What follows belongs to an exercise in optimizing a design on an open flow for a short achievable clock period; a production flow would make more cautious choices.
In this exercise RTL edits were held to simulation tests only and were not proved equivalent to the original.
No activity file was given, so power comes from the tool's default toggle rates.

==> flow/design.v, too long to show whole: its modules and the start of the top module <==
// module ck16v: 8668 lines
module ck16v (
    input  wire              clk,
    input  wire              rst,
    input  wire              tick,
    input  wire [31:0]       enc_pos,
    input  wire              dec_req,
    input  wire              frame_present,
    input  wire [95:0]       fb,
    output wire              dec_ack,
    output wire              result_valid,
    output wire [7:0]        result_code,
    input  wire              cal_req,
    output wire              cal_ack,
    output wire              speed_set_stb,
    output wire [7:0]        speed_set_id,
    output wire [7:0]        speed_set_pct,
    output wire [7:0]        speed_set_dir,
    output wire              angle_set_stb,
    output wire [15:0]       angle_set_angle,
    output wire [7:0]        angle_set_dir,
    output wire              horn_stb,
    output wire [16:0]       horn_ms,
    output wire              light_stb,
    output wire [1:0]        light_ch,
    output wire              light_on,
    input  wire [31:0]       enc_payload,
    input  wire [7:0]        enc_id,
    output wire [95:0]       enc_frame,
    output wire [15:0]       enc_ck,
    output wire              busy,
    output wire              calibrated,
    output wire [1:0]        ctl_state,
    output wire [2:0]        ctl_status,
    output wire [6:0]        act_duty,
    output wire              act_dir
);
  // ...
==> flow/flow/run.sh <==
#!/bin/bash
# The standard layout (the standard.sh, unchanged synthesis, floorplan, power
# grid, placement, CTS and routing), with the setup repairs of the floorplan, CTS
# and global-route steps asked to keep a margin above the constrained slack, so
# that they size and buffer the input-to-output paths instead of stopping at the
# first met slack. Constraints (constraint.sdc) are untouched.
set -euo pipefail
bash standard.sh SETUP_SLACK_MARGIN=38 finish > standard.log 2>&1
==> flow/standard.sh <==
#!/bin/bash
# synth_recipe.tcl (not shown) runs the flow's synth.tcl, then flattens the netlist and writes it again
# the make line also repeats each setting of config.mk as NAME=value (left out here)
make -C /OpenROAD-flow-scripts/flow DESIGN_CONFIG=/design/flow/config.mk WORK_HOME=/design/flow/orfs CLKGATE_MAP_FILE= SYNTH_SCRIPT=/design/flow/synth_recipe.tcl "${@:-finish}"
==> flow/config.mk <==
export PLATFORM = sky130hd
export DESIGN_NAME = ck16v
export DESIGN_NICKNAME = ck16v
export VERILOG_FILES = /design/flow/design.v
export SDC_FILE = /design/flow/constraint.sdc
export NUM_CORES = 4
export LEC_CHECK = 0
export CAP_MARGIN = 20
export CORE_MARGIN = 2
export CORE_UTILIZATION = 40
export SLEW_MARGIN = 20
==> flow/constraint.sdc <==
create_clock -name core_clock -period 65.0 [get_ports {clk}]
set_input_delay 13.0000 -clock core_clock [delete_from_list [all_inputs] [get_ports {clk}]]
set_output_delay 13.0000 -clock core_clock [all_outputs]
set_load 0.01 [all_outputs]
==> key figures, run 1 <==
Synthesis
  • Synth area leaders: ha_1, fa_1, dfxtp_1
  • Ys Warns: 1
  • Post-synthesis adder-cell area fraction: 0.311
  • Most common cell in the netlist: inv_1
  • Area leader, netlist: ha_1
  • Post-synth cell types: 110
  • Ys async rst share: 0

Placement
  • Placed insts: 8194
  • Placer Congestion: 1.08
  • Worst slack, placed: 33.10 ns

Cells and area
  • Leading cell kind: multi-input combinational cells
  • Share of layout cells above drive strength 1: 0.0826
  • Reg with most FFs: target
  • Clkbuf count: 34
  • Layout non-clock buf frac: 0.0837
  • Layout area overhead: 12.0%
  • Clock network area share: 0.0149

Timing
  • Max-slew headroom: 0.248
  • Clock Skews: 0.0433 ns
  • FMAX: 33.6 MHz

Critical path
  • Crit path to: angle_set_stb
  • Critical path buffers and inverters: 6
  • Reg2reg start: mag[18]
  • Critical Path AT: 16.78 ns
  • Maximum fanout along the worst path: 5

GRT
  • Grt ovf: 0
  • First-pass GRT wire length: 317 mm
  • Initial antenna violation count: 11

Clocking
  • CTS tree: built
  • Hold-fix buffers, CTS: 0
  • # Post-CTS Setup Buffers: 39
  • Worst skew pair latency: 0.60 ns

Detailed routing
  • Antenna Violating Nets Remaining: 0
  • Initial DRC Count: 5322
  • Drt first pass iters: 10
  • DR top layer: met5

Power
  • Peak VDD IR: 18.2 uV
  • P_sw: 187 uW
  • Top power group: combinational cells

Job
  • Max_cap viols: 0

Outcome
  • Status: no timing/DRC/antenna violations

Floorplanning
  • Die X: 354 um
==> run 2, diff against run 1 <==
==> flow/flow/run.sh (replaced) <==
#!/bin/bash
# The standard layout (the standard.sh: unchanged synthesis, floorplan, power
# grid, placement, CTS and routing) with two sizing settings changed:
#  * the setup repairs of the floorplan, CTS and global-route steps keep a margin
#    above the constrained slack, so they size and buffer the input-to-output
#    paths instead of stopping at the first met slack;
#  * cells may be resized across footprints (e.g. a port's delay buffer to a
#    strong buffer).
# Constraints (constraint.sdc) are untouched.
set -euo pipefail
bash standard.sh SETUP_SLACK_MARGIN=38 MATCH_CELL_FOOTPRINT=0 finish > standard.log 2>&1
--- a/flow/config.mk
+++ b/flow/config.mk
@@ -5,7 +5,8 @@
 export SDC_FILE = /design/flow/constraint.sdc
 export NUM_CORES = 4
 export LEC_CHECK = 0
-export CAP_MARGIN = 20
+export CAP_MARGIN = 30
 export CORE_MARGIN = 2
-export CORE_UTILIZATION = 40
+export CORE_UTILIZATION = 55
+export GPL_TIMING_DRIVEN = 1
 export SLEW_MARGIN = 20
==> run 2 against run 1 <==
Still clean on timing, DRC and antenna. Maximum frequency up 0.20%. Clock skew down 0.015 ns. Via count up 1.8%. Worst setup slack better by 0.058 ns. Largest cell class unchanged. Largest power group unchanged. Highest routed layer unchanged.
==> key figures, run 2 <==
Cells and area
  • Reg with most FFs: target (unchanged)
  • Final Core Density: 0.616 (was 0.451)
  • Layout area overhead: 11.0% (was 12.0%)
  • Layout fillers: 7944 (was 12500)
  • Area of the multi-input gates: 0.0402 mm2 (was 0.0403 mm2)
  • Fin cells: 7823 (was 8302)
  • Sequential cell area: 0.00430 mm2 (unchanged)
  • Commonest non-fill, non-tap cells in the layout: inv_1, ha_1, nand2_1 (unchanged)
  • Share of layout cells above drive strength 1: 0.0726 (was 0.0826)
  • Commonest non-fill, non-tap cell in the layout: inv_1 (unchanged)
  • Number of flip-flops in the largest register: 33 (unchanged)
  • Nets: 7819 (was 7837)

Detailed routing
  • Initial DRC Count: 5635 (was 5322)
  • Antenna Violating Nets Remaining: 0 (unchanged)
  • Drt first pass iters: 9 (was 10)
  • DRC violations left: 0 (unchanged)
  • Via count: 51100 (was 50200)
  • Vias per Instance: 6.53 (was 6.04)
  • Post-Route WL: 209 mm (was 215 mm)
  • WL/cell: 26.7 um (was 25.9 um)

Timing
  • Crit path time final: 29.73 ns (was 29.78 ns)
  • Clock Skews: 0.0285 ns (was 0.0433 ns)
  • Least-Margin Pin Slew: 1.35 ns (was 1.13 ns)
  • Max-slew headroom: 0.0993 (was 0.248)
  • Final Hold Viols: 0 (unchanged)
  • Final Cycle Share: 0.457 (was 0.458)
  • WHS: 0.458 ns (was 0.454 ns)
  • Max-slew violation count: 0 (unchanged)
  • RSZ-0062 raised after global routing: yes (unchanged)
  • FMAX: 33.6 MHz (about the same)
  • Setup TNS: 0 ns (unchanged)
  • # setup viols final: 0 (unchanged)

Floorplanning
  • I/O pins: 384 (unchanged)
  • Die Span Y: 302 um (was 354 um)
  • Row Count: 109 (was 128)
  • Initial Utilization: 0.555 (was 0.403)
  • Full die area: 0.0914 mm2 (was 0.125 mm2)
  • Die X: 302 um (was 354 um)
  • Core box area: 0.0882 mm2 (was 0.122 mm2)

Synthesis
  • Synth Area in Compound Gates: 0.227 (unchanged)
  • Synth Flop Type: dfxtp_1 (unchanged)
  • Area leader, netlist: ha_1 (unchanged)
  • Synth Instances: 6546 (unchanged)
  • Ys Warns: 1 (unchanged)
  • Post-synthesis mux area share: 0.0130 (unchanged)
  • Largest family of logic cells by synthesized area: adder cells (unchanged)
  • Cell Area, Synth: 0.0490 mm2 (unchanged)
  • Post-synth EDFFs: 0 (unchanged)
  • Seq/Total Area, Yosys: 0.0879 (unchanged)
  • Ys async rst share: 0 (unchanged)
  • Most frequent cells after synthesis: inv_1, ha_1, nand2_1, a21oi_1, nor2_1 (unchanged)
  • Synthesized flop and latch total: 215 (unchanged)
  • Post-synth cell types: 110 (unchanged)
  • Post-synthesis adder-cell area fraction: 0.311 (unchanged)
  • Synth area leaders: ha_1, fa_1, dfxtp_1 (unchanged)
  • Synth top area share: 0.171 (unchanged)
  • Most common cell in the netlist: inv_1 (unchanged)
  • Area fraction in and, or, nand and nor cells after synthesis: 0.190 (unchanged)
  • Syn Area/Cell: 7.48 um2 (unchanged)
  • XOR/XNOR share of the synthesized area: 0.0620 (unchanged)

Power
  • Pwr dens: 9.31 mW/mm2 (was 9.25 mW/mm2)
  • Power, Total: 506 uW (was 507 uW)
  • Peak VDD IR: 26.5 uV (was 18.2 uV)
  • Pleak: 0.0243 uW (was 0.0239 uW)

GRT
  • First-pass GRT wire length: 308 mm (was 317 mm)
  • Grt ovf: 0 (unchanged)
  • Vias in the first global route: 49700 (was 49000)
  • Pin count of the biggest net entering global routing: 123 (was 144)
  • Initial antenna violation count: 7 (was 11)
  • GRT Overall Usage: 0.444 (was 0.331)

Clocking
  • Hold-fix buffers, CTS: 0 (unchanged)
  • Worst skew pair latency: 0.57 ns (was 0.60 ns)
  • Clock tree buffer depth: 3 (unchanged)
  • Depth of the CTS H-tree: 1 (unchanged)
  • Inserted Clock Buffers: 23 (was 25)
  • Clock Sinks: 215 (unchanged)
  • Clock-pin slew on the worst setup and hold paths: 0.07 ns (was 0.06 ns)
  • Clock root buffer: clkbuf_16 (unchanged)
  • CTS tree: built (unchanged)

Critical path
  • Worst path slowest cell: fa_1 (unchanged)
  • Maximum fanout along the worst path: 12 (was 5)
  • Reg2reg path depth: 67 (unchanged)
  • Setup crit start kind: primary input (unchanged)
  • CP Class: primary input to output pin (unchanged)
  • Register-to-Register Setup Slack: 44.59 ns (was 44.18 ns)
  • R2R Path End: target[32] (was target[31])
  • Critical Path RT: 52.00 ns (about the same)
  • CP Capture Type: output pin (unchanged)
  • Slowest Stage Delay on Critical Path: 0.52 ns (was 0.57 ns)
  • Most common cell on crit path: fa_1
  • Critical path, cell by cell: buf_8 -> inv_4 -> fa_1 -> inv_1 -> fa_2 -> fa_1 -> inv_2 -> fa_1 -> xnor2_2 -> nand4_1 -> nor3_2 -> and2_4 -> nand4_1 -> nor3b_4 -> buf_2 (was buf_12 -> inv_4 -> fa_2 -> inv_2 -> fa_2 -> fa_1 -> inv_2 -> fa_1 -> xor2_1 -> nand4_1 -> nor3_2 -> and2_4 -> nand4_1 -> nor3b_4 -> buf_12 -> buf_6)
  • Reg2reg start: mag[6] (was mag[18])
  • Critical Path AT: 16.73 ns (was 16.78 ns)

Hold path
  • Hold Path Class: flip-flop to flip-flop (unchanged)
  • Hold Startpoint: enc_max[2] (was enc_max[14])
  • Hold path cells: 2 (unchanged)
  • Hold Path Sink: enc_max[2] (was enc_max[14])

Outcome
  • Status: no timing/DRC/antenna violations (unchanged)

Placement
  • Hpwl dp: 160 mm (was 166 mm)
  • Placer Congestion: 1.08 (about the same)
  • I/O Buffers: 322 (unchanged)
  • Placed insts: 7725 (was 8194)

Job
  • Max_cap viols: 0 (unchanged)
[run 2: cell types whose count changed in the layout (fill, tap and decap cells not counted), moves of 11 or more]
cell / before / now
inv_2: 32 / 21
dlygate4sd2_1: 44 / 0
dlymetal6s2s_1: 1 / 71
buf_4: 171 / 141
buf_2: 51 / 29
inv_1: 689 / 700
[run 2: worst max path at each step]
stage | startpoint | endpoint | slack (ns)
floorplan | fb[36] | angle_set_stb | 35.73
global placement | fb[33] | angle_set_stb | 33.47
detailed placement | fb[33] | angle_set_stb | 33.39
CTS | fb[47] | angle_set_stb | 35.26
global route | fb[34] | angle_set_stb | 35.15
finish | fb[34] | angle_set_stb | 35.27
[run 2: repair_timing]
| action | CTS | global route |
|---|---|---|
| gates cloned | 3 | 0 |
| pin swaps | 80 | 34 |
| gates resized for setup | 376 | 49 |
| buffers inserted | 31 | 13 |
| endpoints found under the setup margin | 138 | 45 |
| endpoints found under the hold margin | 0 | 0 |
[run 2: area by class of cell]
class                           instances  area share
Inverter                              735      0.0516
Sequential cell                       215      0.0792
Clock inverter                         11     0.00251
Multi-Input combinational cell       5164       0.740
Clock buffer                           31      0.0119
Tap cell                             1165      0.0268
Antenna cell                            5    0.000230
Timing Repair Buffer                  497      0.0878
[run 2: power by group]
group	internal, uW	switching (uW)
clock	78.6	61.6
sequential	133	2.54
combinational	107	123
total	319	187
[run 2: metal layers]
metal	up-vias	track usage	part of all wire
met5	-	0.00259	0.00067
met4	14	0.309	0.089
met3	903	0.116	0.11
met2	3085	0.703	0.44
met1	24300	0.526	0.37
li1	22800	-	-
[run 2: kinds of logic after synthesis]
logic type | count (synthesis)
other | 2
muxes | 60
DFF | 215
buffers and inverters | 1226
AOI/OAI and AO/OA | 1721
adders and majority gates | 1014
and+or+nand+nor | 1962
xor gates and xnor gates | 346
[run 2: worst max-delay path, delay by kind of cell]
kind          cells  cell delay [ns]
fa+ha+maj         4             1.90
simple gates      5             1.08
buf+inv           5             0.56
xor+xnor          1             0.17
[run 2: stage by stage]
stage / setup slack (ns) / instance area, um2
after global routing: 35.15 / 54300
after detailed placement: 33.39 / 52600
final: 35.27 / 54300
after CTS: 35.26 / 54000
after floorplan: 35.73 / 49500
after global placement: 33.47 / 52600
==> run 3, diff against run 2 <==
==> flow/flow/run.sh (replaced) <==
#!/bin/bash
# The standard layout (the standard.sh: the standard synthesis script,
# floorplan, power grid, placement, CTS and routing) with these settings changed:
#  * synthesis leaves full/half adders to ABC (ADDER_MAP_FILE empty) instead of
#    mapping them to the library's adder cells before ABC, so ABC maps the
#    checksum test's carry-save tree together with the logic that follows it;
#    registers are untouched by this;
#  * the setup repairs of the floorplan, CTS and global-route steps keep a margin
#    above the constrained slack, so they size and buffer the input-to-output
#    paths instead of stopping at the first met slack;
#  * cells may be resized across footprints (e.g. a port's delay buffer to a
#    strong buffer).
# Constraints (constraint.sdc) are untouched.
set -euo pipefail
bash standard.sh ADDER_MAP_FILE= SETUP_SLACK_MARGIN=38 MATCH_CELL_FOOTPRINT=0 finish > standard.log 2>&1
==> run 3 against run 2 <==
Sequential power about the same. Critical path depth grew 7. Via count up 26%. Clock skew down 0.0031 ns. Combinational power up 6%. Global-route usage shrank 2.1 points. Area after synthesis is 14% higher. Wire length is 12% higher. Core utilization is 0.21 points higher. First-iteration DRC count rose by 48%. Non-clock buffer count up 160. Maximum frequency increased by 0.72%. Critical path type unchanged. Highest routed layer unchanged.
==> key figures, run 3 <==
Hold path
  • Hold path cells: 2 (unchanged)
  • Hold Path Class: flip-flop to flip-flop (unchanged)
  • Hold Path Sink: mag[22] (was enc_max[2])
  • Hold Startpoint: mag[22] (was enc_max[2])

Power
  • Pwr dens: 8.24 mW/mm2 (was 9.31 mW/mm2)
  • P_sw: 188 uW (was 187 uW)
  • Seq pwr share: 0.265 (was 0.268)
  • Clock power share: 0.259 (was 0.277)
  • Logic pwr share: 0.476 (was 0.455)
  • Pleak: 0.0228 uW (was 0.0243 uW)
  • Peak VDD IR: 20.0 uV (was 26.5 uV)
  • Pint: 323 uW (was 319 uW)
  • Switching share of total power: 0.368 (was 0.369)

Detailed routing
  • WL met2: 99.8 mm (was 91.4 mm)
  • Initial DRC Count: 8356 (was 5635)
  • WL met1: 88.2 mm (was 76.2 mm)
  • DR top layer: met5 (unchanged)
  • WL/cell: 24.0 um (was 26.7 um)
  • Vias per Instance: 6.62 (was 6.53)
  • Met3 WL: 28.2 mm (was 22.3 mm)
  • Post-Route WL: 234 mm (was 209 mm)
  • DRC violations left: 0 (unchanged)
  • Drt first pass iters: 12 (was 9)
  • Via count: 64400 (was 51100)
  • Antenna Violating Nets Remaining: 0 (unchanged)

GRT
  • GRT Overall Usage: 0.423 (was 0.444)
  • Grt ovf: 0 (unchanged)
  • Vias in the first global route: 58900 (was 49700)
  • Pin count of the biggest net entering global routing: 107 (was 123)
  • First-pass GRT wire length: 347 mm (was 308 mm)
  • Initial antenna violation count: 4 (was 7)

Clocking
  • Clock Sinks: 215 (unchanged)
  • CTS tree: built (unchanged)
  • Clock tree buffer depth: 3 (unchanged)
  • Hold-fix buffers, CTS: 0 (unchanged)
  • Worst skew pair latency: 0.55 ns (was 0.57 ns)
  • Clock root buffer: clkbuf_16 (unchanged)
  • Inserted Clock Buffers: 23 (unchanged)
  • Clock-pin slew on the worst setup and hold paths: 0.07 ns (about the same)
  • Depth of the CTS H-tree: 1 (unchanged)

Timing
  • # setup viols final: 0 (unchanged)
  • FMAX: 33.9 MHz (was 33.6 MHz)
  • Max-slew headroom: 0.226 (was 0.0993)
  • RSZ-0062 raised after global routing: yes (unchanged)
  • Final Hold Viols: 0 (unchanged)
  • Max-slew violation count: 0 (unchanged)
  • Least-Margin Pin Slew: 1.15 ns (was 1.35 ns)
  • Final Cycle Share: 0.454 (was 0.457)
  • Crit path time final: 29.51 ns (was 29.73 ns)
  • Clock Skews: 0.0254 ns (was 0.0285 ns)
  • Setup TNS: 0 ns (unchanged)

Floorplanning
  • Full die area: 0.104 mm2 (was 0.0914 mm2)
  • Row Count: 116 (was 109)
  • Die Span Y: 323 um (was 302 um)
  • Initial Utilization: 0.556 (was 0.555)
  • I/O pins: 384 (unchanged)
  • Die X: 323 um (was 302 um)
  • Core box area: 0.100 mm2 (was 0.0882 mm2)

Synthesis
  • Most common cell in the netlist: nand2_1 (was inv_1)
  • Area leader, netlist: xnor2_1 (was ha_1)
  • Post-synth EDFFs: 0 (unchanged)
  • Synth top area share: 0.112 (was 0.171)
  • Synthesized flop and latch total: 215 (unchanged)
  • Cell Area, Synth: 0.0558 mm2 (was 0.0490 mm2)
  • Synth Instances: 8351 (was 6546)
  • Ys Warns: 1 (unchanged)
  • Ys async rst share: 0 (unchanged)
  • Most frequent cells after synthesis: nand2_1, nor2_1, a21oi_1, xnor2_1, o21ai_0 (was inv_1, ha_1, nand2_1, a21oi_1, nor2_1)
  • Synth area leaders: xnor2_1, dfxtp_1, nand2_1 (was ha_1, fa_1, dfxtp_1)
  • Seq/Total Area, Yosys: 0.0771 (was 0.0879)
  • Post-synth cell types: 142 (was 110)
  • Syn Area/Cell: 6.69 um2 (was 7.48 um2)
  • Synth Flop Type: dfxtp_1 (unchanged)

Cells and area
  • Sequential cell area: 0.00431 mm2 (was 0.00430 mm2)
  • Reg with most FFs: target (unchanged)
  • Number of flip-flops in the largest register: 33 (unchanged)
  • Layout area overhead: 11.1% (was 11.0%)
  • Final Core Density: 0.618 (was 0.616)
  • Layout fillers: 9308 (was 7944)
  • Share of layout cells above drive strength 1: 0.113 (was 0.0726)
  • Area of the multi-input gates: 0.0481 mm2 (was 0.0402 mm2)
  • Nets: 8517 (was 7819)
  • Commonest non-fill, non-tap cells in the layout: nand2_1, nor2_1, a21oi_1 (was inv_1, ha_1, nand2_1)
  • Commonest non-fill, non-tap cell in the layout: nand2_1 (was inv_1)

Critical path
  • Reg2reg start: mag[7] (was mag[6])
  • Setup crit start kind: primary input (unchanged)
  • R2R Path End: target[31] (was target[32])
  • Maximum fanout along the worst path: 4 (was 12)
  • Critical Path RT: 52.00 ns (about the same)
  • CP Class: primary input to output pin (unchanged)
  • Register-to-Register Setup Slack: 45.08 ns (was 44.59 ns)
  • CP Capture Type: output pin (unchanged)
  • Critical Path AT: 16.51 ns (was 16.73 ns)
  • Reg2reg path depth: 61 (was 67)

Job
  • Max_cap viols: 0 (unchanged)

Outcome
  • Status: no timing/DRC/antenna violations (unchanged)

Placement
  • I/O Buffers: 322 (unchanged)
  • Hpwl dp: 171 mm (was 160 mm)
  • Placer Congestion: 1.12 (was 1.08)
==> run 3: routing by layer <==
layer / up-vias / track usage
met5: - / 0
met4: 4 / 0.264
met3: 905 / 0.125
met2: 3807 / 0.661
met1: 30100 / 0.510
li1: 29500 / -
==> run 3: per-stage QoR <==
stage	hold WS [ns]	power, uW	cells	worst slack (ns)	area (um2)
3_3_place_gp	0.439	327	9510	33.71	58700
3_5_place_dp	0.445	331	9520	33.66	58800
4_1_cts	0.453	488	9645	35.48	61000
2_1_floorplan	0.432	273	8410	35.75	56400
6_report	0.450	511	9721	35.49	62100
5_1_grt	0.466	535	9715	35.30	62000
==> run 3: what timing repair did <==
item	4_1_cts	5_1_grt
gates resized for setup	456	132
endpoints found under the setup margin	148	57
buffers inserted	79	61
pin swaps	96	91
cloned	6	0
endpoints found under the hold margin	0	0
==> run 3: worst max path at each step <==
| stage | start | endpoint | slack [ns] | cells after the start |
|---|---|---|---|---|
| floorplan | enc_payload[17] | enc_frame[72] | 35.75 | 20 |
| global placement | fb[44] | angle_set_stb | 33.71 | 18 |
| detailed placement | fb[35] | angle_set_stb | 33.66 | 20 |
| CTS | fb[36] | angle_set_stb | 35.48 | 19 |
| global route | enc_payload[17] | enc_frame[72] | 35.30 | 21 |
| finish | enc_payload[1] | enc_ck[8] | 35.49 | 22 |
==> run 3: critical path, stage by stage <==
cell      delay, ns
buf_6          0.11
xor2_2         0.18
xnor2_2        0.15
nand2_1        0.12
nand2_2        0.12
xnor2_4        0.17
xnor2_2        0.18
inv_1          0.07
a21oi_2        0.18
a21oi_4        0.05
maj3_2         0.34
inv_2          0.06
maj3_2         0.23
nand2_2        0.06
a21oi_2        0.16
maj3_2         0.29
or2_4          0.17
inv_4          0.04
a222oi_1       0.33
o21ai_1        0.15
xnor2_1        0.20
buf_2          0.17
==> run 3: cells by family (layout without fill, tap and decap cells) <==
group / after synthesis / count (layout) / synth area share
xor gates and xnor gates: 1084 / 1084 / 0.199
adders and majority gates: 416 / 416 / 0.0757
muxes: 167 / 167 / 0.0343
DFF: 215 / 215 / 0.0771
and+or+nand+nor: 3034 / 3034 / 0.247
buffers and inverters: 1011 / 959 / 0.0890
AOI/OAI and AO/OA: 2422 / 2422 / 0.278
other: 2 / 67 / 0.000134
==> run 3: power groups by stage <==
| stage | Sequential, uW | Clock (uW) | Combinational (uW) |
|---|---|---|---|
| 2_1_floorplan | 137 | 0 | 137 |
| 3_3_place_gp | 138 | 0 | 189 |
| 3_5_place_dp | 138 | 0 | 193 |
| 4_1_cts | 135 | 134 | 219 |
| 5_1_grt | 135 | 139 | 261 |
| 6_report | 135 | 132 | 244 |
==> run 3: layout make-up <==
| type | count | share of cell area |
|---|---|---|
| clock buffers | 33 | 0.0107 |
| diodes | 6 | 0.000242 |
| flip-flops and latches | 215 | 0.0695 |
| well taps | 1357 | 0.0274 |
| inverters | 262 | 0.0160 |
| repair buffers | 657 | 0.0993 |
| multi-input cells | 7184 | 0.776 |
| clock inverters | 7 | 0.00107 |

## what the ideal ports hide
The flow's constraints put no driver on any port. The routed layouts listed below were extracted and timed again, unchanged, in two steps.
Step 1 (the two cells are an assumption about what drives the block):
set clk [get_ports {clk}]
set_driving_cell -lib_cell sky130_fd_sc_hd__clkbuf_16 $clk
set_driving_cell -lib_cell sky130_fd_sc_hd__buf_2 [delete_from_list [all_inputs] $clk]
Step 2 times the ports against the registers' clock, not the clock port: input delays grow and output delays shrink by t, the midpoint of the rising clock arrivals with the driver on.
a / b / c = ideal / step 1 / step 2; a / b = the first two.
| run | t, ns | setup WS [ns] | worst register clock-pin slew, ns | cell pins on the clock port's net |
|---|---|---|---|---|
| run 1 | 0.634 | 35.215 / 35.145 / 35.145 | 0.07 / 0.07 | 1 |
| run 2 | 0.611 | 35.273 / 35.211 / 35.211 | 0.07 / 0.07 | 1 |
| run 3 | 0.603 | 35.487 / 35.443 / 35.443 | 0.07 / 0.07 | 1 |
After both steps setup and hold are still met in every run listed. For run 1, which loses most, drivers alone change the setup slack by -0.070 ns; drivers and shift together by -0.070 ns.
